This is an optimization exercise on Yosys and OpenROAD, whose aim is small area, a short achievable clock period and few clock cycles, not a production implementation.
At most, simulation tests tie the RTL to the original design; equivalence was not proved.
Power and IR drop assume default switching activity.

==> module mbf_wrx, before the edit <==
module mbf_wrx (
    input  wire        clk,
    input  wire        rst,
    input  wire        rx_strict,
    input  wire        rx_valid,
    input  wire [31:0] rx_data,
    input  wire        rx_last,
    input  wire [2:0]  rx_cnt,
    output reg         rd_valid,
    output reg  [31:0] rd_data,
    output reg  [2:0]  rd_cnt,
    output reg         res_valid,
    output reg  [1:0]  res_kind,
    output reg  [3:0]  res_err,
    output wire [15:0] res_cmd,
    output wire [15:0] res_len
);
    localparam [15:0] CMD_DBG_MESSAGE = 16'hF001;
    localparam [15:0] CMD_ID_RETRY    = 16'hF002;
    localparam [1:0] KIND_MESSAGE = 2'd0;
    localparam [1:0] KIND_RETRY   = 2'd1;
    localparam [1:0] KIND_DEBUG   = 2'd2;
    localparam [1:0] KIND_FAIL    = 2'd3;
    localparam [3:0] ERR_NONE         = 4'h0;
    localparam [3:0] ERR_LEN_MISMATCH = 4'h2;
    localparam [3:0] ERR_BAD_PACKET   = 4'h3;
    localparam [3:0] ERR_INCONSISTENT = 4'h4;
    localparam [3:0] ERR_TOO_LONG     = 4'h5;
    reg        first;        
    reg [4:0]  k;            
    reg [4:0]  nidx;         
    reg [3:0]  tot0;
    reg [10:0] need;         
    reg        len_big;      
    reg        lenok1;       
    reg        p0ge4;        
    reg [15:0] cmd_q;
    reg [9:0]  len_q;        
    reg        cmd_dbg;      
    reg        cmd_rty;      
    reg        w0;           
    reg        w1;           
    reg [6:0]  t_q;          
    reg [5:0]  plen_q;
    reg        cmpl_q;       
    reg        inc_q;        
    reg        tl_q;         
    assign res_cmd = cmd_q;
    assign res_len = {6'd0, len_q};
    wire [2:0]  nb     = rx_cnt;
    wire [3:0]  idx_in = rx_data[15:12];
    wire [3:0]  tot_in = rx_data[11:8];
    reg  [2:0]  tk_cnt;
    reg         tk_hi;       
    always @(*) begin
        tk_hi = 1'b0;
        if (w0) begin
            tk_hi  = 1'b1;
            tk_cnt = first ? 3'd0 :
                     (rx_data[5:1] != 5'd0) ? 3'd2 : {2'b00, rx_data[0]};
        end else if (w1 && first) begin
            tk_hi  = 1'b1;
            tk_cnt = (plen_q[5:3] != 3'd0 || plen_q[2:1] == 2'b11) ? 3'd2 :
                     (plen_q == 6'd5) ? 3'd1 : 3'd0;
        end else begin
            tk_cnt = t_q[6] ? 3'd0 : (t_q[5:0] > 6'd4) ? 3'd4 : t_q[2:0];
        end
    end
    reg         plen_ge;
    always @(*) begin
        case (nb)
            3'd2:    plen_ge = (rx_data[5:0] != 6'd0);
            3'd3:    plen_ge = (rx_data[5:1] != 5'd0);
            3'd4:    plen_ge = (rx_data[5:2] != 4'd0) || (rx_data[1:0] == 2'd3);
            3'd5:    plen_ge = (rx_data[5:2] != 4'd0);
            3'd6:    plen_ge = (rx_data[5:3] != 3'd0) || (rx_data[2] && rx_data[1:0] != 2'd0);
            3'd7:    plen_ge = (rx_data[5:3] != 3'd0) || (rx_data[2] && rx_data[1]);
            default: plen_ge = 1'b1;
        endcase
    end
    wire        short_w0 = first || plen_ge;
    wire        short_wn = (!t_q[6] && ((t_q[5:0] > 6'd4) || (nb < t_q[2:0]))) ||
                           (first && w1 && nb < 3'd2);
    wire        bad_pkt  = w0 ? short_w0 : ((plen_q == 6'd63) || short_wn);
    wire [5:0]  plen_s   = w0 ? {4'd0, rx_data[1:0]} : plen_q;
    wire        tl_w0    = !first && (k == 5'd16);
    wire        inc_w0   = rx_strict &&
                           (first ? (idx_in != 4'd0)
                                  : (({1'b0, idx_in} != nidx) || (tot_in != tot0)));
    wire        cmpl_w0  = (idx_in == tot_in);
    wire        too_long = w0 ? tl_w0   : tl_q;
    wire        inconsist = w0 ? inc_w0 : inc_q;
    wire        complete = w0 ? cmpl_w0 : cmpl_q;
    wire [5:0]  len_m4   = plen_q - 6'd4;
    wire        lenok_in = (rx_data[15:0] == {10'd0, len_m4}) && (plen_q[5:2] != 4'd0);
    wire        len_ok   = first ? (w1 ? lenok_in : lenok1)
                                 : ((need == {5'd0, plen_s}) && !len_big && p0ge4);
    wire [6:0]  need_k   = 7'd4 - {1'b0, plen_q};            
    wire [6:0]  need_lo  = {1'b0, rx_data[5:0]} + {1'b0, need_k[5:0]};
    wire [4:0]  len_hi   = {1'b0, rx_data[9:6]};
    wire [4:0]  len_hm1  = len_hi - 5'd1;
    wire [4:0]  len_hp1  = len_hi + 5'd1;
    wire [4:0]  need_hi  = need_k[6] ? (need_lo[6] ? len_hi : len_hm1)
                                     : (need_lo[6] ? len_hp1 : len_hi);
    wire [10:0] need_1   = {need_hi, need_lo[5:0]};
    reg  [10:0] need_nx;
    always @(*) begin
        if (!w0)
            need_nx = need - {5'd0, plen_q};
        else case (rx_data[1:0])
            2'd0:    need_nx = need;
            2'd1:    need_nx = need - 11'd1;
            default: need_nx = need - 11'd2;
        endcase
    end
    wire        ev       = rx_valid && rx_last;
    wire        fail     = bad_pkt || too_long || inconsist;
    wire        ended    = fail || complete;
    always @(posedge clk) begin
        rd_data  <= {rx_data[31:16], tk_hi ? rx_data[31:16] : rx_data[15:0]};
        rd_cnt   <= tk_cnt;
        res_kind <= fail || !len_ok      ? KIND_FAIL :
                    cmd_dbg ? KIND_DEBUG :
                    cmd_rty ? KIND_RETRY : KIND_MESSAGE;
        res_err  <= bad_pkt   ? ERR_BAD_PACKET :
                    too_long  ? ERR_TOO_LONG :
                    inconsist ? ERR_INCONSISTENT :
                    !len_ok   ? ERR_LEN_MISMATCH : ERR_NONE;
        if (rst) begin
            first     <= 1'b1;
            w0        <= 1'b1;
            w1        <= 1'b0;
            rd_valid  <= 1'b0;
            res_valid <= 1'b0;
        end else begin
            rd_valid  <= rx_valid && (tk_cnt != 3'd0);
            res_valid <= ev && ended;
            if (rx_valid) begin
                if (w0) begin
                    plen_q <= rx_data[5:0];
                    cmpl_q <= cmpl_w0;
                    inc_q  <= inc_w0;
                    tl_q   <= tl_w0;
                    k      <= first ? 5'd1 : k + 5'd1;
                    nidx   <= {1'b0, idx_in} + 5'd1;
                    if (first) tot0 <= tot_in;
                    if (first) begin
                        cmd_q   <= rx_data[31:16];
                        cmd_dbg <= (rx_data[31:16] == CMD_DBG_MESSAGE);
                        cmd_rty <= (rx_data[31:16] == CMD_ID_RETRY);
                    end
                end
                if (first && w1) begin
                    len_q   <= rx_data[9:0];
                    len_big <= (rx_data[15:10] != 6'd0);
                    lenok1  <= lenok_in;
                    need    <= need_1;
                end
                if (rx_last) begin
                    w0    <= 1'b1;
                    w1    <= 1'b0;
                    first <= ended;
                    if (!first) need <= need_nx;
                    if (first)
                        p0ge4 <= (plen_q[5:2] != 4'd0);
                end else begin
                    w0 <= 1'b0;
                    w1 <= w0;
                    if (w0)
                        t_q <= {1'b0, rx_data[5:0]} - 7'd2;
                    else if (!t_q[6])
                        t_q <= t_q - 7'd4;
                end
            end
        end
    end
endmodule
export LEC_CHECK = 0
export ABC_AREA = 1
export CAP_MARGIN = 20
export CORE_MARGIN = 2
export CORE_UTILIZATION = 40
export CTS_CLUSTER_DIAMETER = 120
export CTS_CLUSTER_SIZE = 24
export SLEW_MARGIN = 20
create_clock -name core_clock -period 8.0 [get_ports {clk}]
standard.sh (not shown) runs the stock make flow with config.mk's settings and CLKGATE_MAP_FILE= SYNTH_SCRIPT=/design/flow/synth_recipe.tcl, a recipe that flattens the netlist after the stock synthesis.
==> flow/flow/run.sh <==
#!/bin/bash
set -euo pipefail
export BUFFER_PORTS_ARGS="-buffer_cell sky130_fd_sc_hd__buf_1"
export SETUP_SLACK_MARGIN=5.35
bash standard.sh > standard.log 2>&1
Edit:
--- a/flow/design.v
+++ b/flow/design.v
@@ -221,16 +221,15 @@
     reg        w0;           
     reg        w1;           
     reg [6:0]  t_q;          
     reg [5:0]  plen_q;
-    reg        cmpl_q;       
-    reg        inc_q;        
-    reg        tl_q;         
+    reg [3:0]  idx_q;
+    reg [3:0]  tot_q;
     assign res_cmd = cmd_q;
     assign res_len = {6'd0, len_q};
     wire [2:0]  nb     = rx_cnt;
-    wire [3:0]  idx_in = rx_data[15:12];
-    wire [3:0]  tot_in = rx_data[11:8];
+    wire [3:0]  idx_c  = w0 ? rx_data[15:12] : idx_q;
+    wire [3:0]  tot_c  = w0 ? rx_data[11:8]  : tot_q;
     reg  [2:0]  tk_cnt;
     reg         tk_hi;       
     always @(*) begin
         tk_hi = 1'b0;
@@ -262,28 +261,19 @@
     wire        short_wn = (!t_q[6] && ((t_q[5:0] > 6'd4) || (nb < t_q[2:0]))) ||
                            (first && w1 && nb < 3'd2);
     wire        bad_pkt  = w0 ? short_w0 : ((plen_q == 6'd63) || short_wn);
     wire [5:0]  plen_s   = w0 ? {4'd0, rx_data[1:0]} : plen_q;
-    wire        tl_w0    = !first && (k == 5'd16);
-    wire        inc_w0   = rx_strict &&
-                           (first ? (idx_in != 4'd0)
-                                  : (({1'b0, idx_in} != nidx) || (tot_in != tot0)));
-    wire        cmpl_w0  = (idx_in == tot_in);
-    wire        too_long = w0 ? tl_w0   : tl_q;
-    wire        inconsist = w0 ? inc_w0 : inc_q;
-    wire        complete = w0 ? cmpl_w0 : cmpl_q;
+    wire        too_long = !first && (k == 5'd16);
+    wire        inconsist = rx_strict &&
+                            (first ? (idx_c != 4'd0)
+                                   : (({1'b0, idx_c} != nidx) || (tot_c != tot0)));
+    wire        complete = (idx_c == tot_c);
     wire [5:0]  len_m4   = plen_q - 6'd4;
     wire        lenok_in = (rx_data[15:0] == {10'd0, len_m4}) && (plen_q[5:2] != 4'd0);
     wire        len_ok   = first ? (w1 ? lenok_in : lenok1)
                                  : ((need == {5'd0, plen_s}) && !len_big && p0ge4);
-    wire [6:0]  need_k   = 7'd4 - {1'b0, plen_q};            
-    wire [6:0]  need_lo  = {1'b0, rx_data[5:0]} + {1'b0, need_k[5:0]};
-    wire [4:0]  len_hi   = {1'b0, rx_data[9:6]};
-    wire [4:0]  len_hm1  = len_hi - 5'd1;
-    wire [4:0]  len_hp1  = len_hi + 5'd1;
-    wire [4:0]  need_hi  = need_k[6] ? (need_lo[6] ? len_hi : len_hm1)
-                                     : (need_lo[6] ? len_hp1 : len_hi);
-    wire [10:0] need_1   = {need_hi, need_lo[5:0]};
+    wire [10:0] need_k   = 11'd4 - {5'd0, plen_q};
+    wire [10:0] need_1   = {1'b0, rx_data[9:0]} + need_k;
     reg  [10:0] need_nx;
     always @(*) begin
         if (!w0)
             need_nx = need - {5'd0, plen_q};
@@ -317,14 +307,10 @@
             res_valid <= ev && ended;
             if (rx_valid) begin
                 if (w0) begin
                     plen_q <= rx_data[5:0];
-                    cmpl_q <= cmpl_w0;
-                    inc_q  <= inc_w0;
-                    tl_q   <= tl_w0;
-                    k      <= first ? 5'd1 : k + 5'd1;
-                    nidx   <= {1'b0, idx_in} + 5'd1;
-                    if (first) tot0 <= tot_in;
+                    idx_q  <= rx_data[15:12];
+                    tot_q  <= rx_data[11:8];
                     if (first) begin
                         cmd_q   <= rx_data[31:16];
                         cmd_dbg <= (rx_data[31:16] == CMD_DBG_MESSAGE);
                         cmd_rty <= (rx_data[31:16] == CMD_ID_RETRY);
@@ -339,11 +325,15 @@
                 if (rx_last) begin
                     w0    <= 1'b1;
                     w1    <= 1'b0;
                     first <= ended;
+                    k     <= first ? 5'd1 : k + 5'd1;
                     if (!first) need <= need_nx;
-                    if (first)
+                    nidx  <= {1'b0, idx_c} + 5'd1;
+                    if (first) begin
+                        tot0  <= tot_c;
                         p0ge4 <= (plen_q[5:2] != 4'd0);
+                    end
                 end else begin
                     w0 <= 1'b0;
                     w1 <= w0;
                     if (w0)
After rerunning:
- clock skew came out higher by 0.021 ns
- final cell count is lower by 3.8%
- total power is about the same
- setup slack improves by 0.16 ns
- wire length goes down by 4.7%
- hold slack got worse by 0.011 ns
- non-clock buffer count decreases by 23
- register-to-register slack is better by 0.20 ns
- final area goes up by 0.33%
- count of clock-buffer cells in the layout goes up by 2
- first-iteration DRC count shrinks by 24%
- synthesized cell count is lower by 4.3%
Testbench counts after the change, summed over its fixed seeds: cycles 21,768.
For the first run of this note, only the layout was checked, not whether the RTL still works.

-- static timing again, ports no longer ideal --
Ports are ideal in the flow. The routed layouts listed here were re-timed in OpenROAD.
Step 1 (the two cells are an assumption about what drives the block):
set clk [get_ports {clk}]
set_driving_cell -lib_cell sky130_fd_sc_hd__clkbuf_16 $clk
set_driving_cell -lib_cell sky130_fd_sc_hd__buf_2 [delete_from_list [all_inputs] $clk]
Step 2 moves the port delays by t, midway between the first and last clock arrival at a register: inputs arrive t later, outputs are due t later. That takes back most of the time a late clock gives input paths.
Slacks: ideal ports / drivers / drivers and shift; pairs: ideal ports / drivers.
| run | t (ns) | setup slack, ns | worst setup path after step 2 |
|---|---|---|---|
| the first run | 0.527 | 5.137 / 5.139 / 4.612 | input to register |
| the second run | 0.546 | 5.301 / 5.250 / 4.757 | input to register |
After both steps setup and hold are still met in every run listed. The setup slack of the second run, which loses most, moves by -0.051 ns with the drivers and by -0.544 ns with both steps.
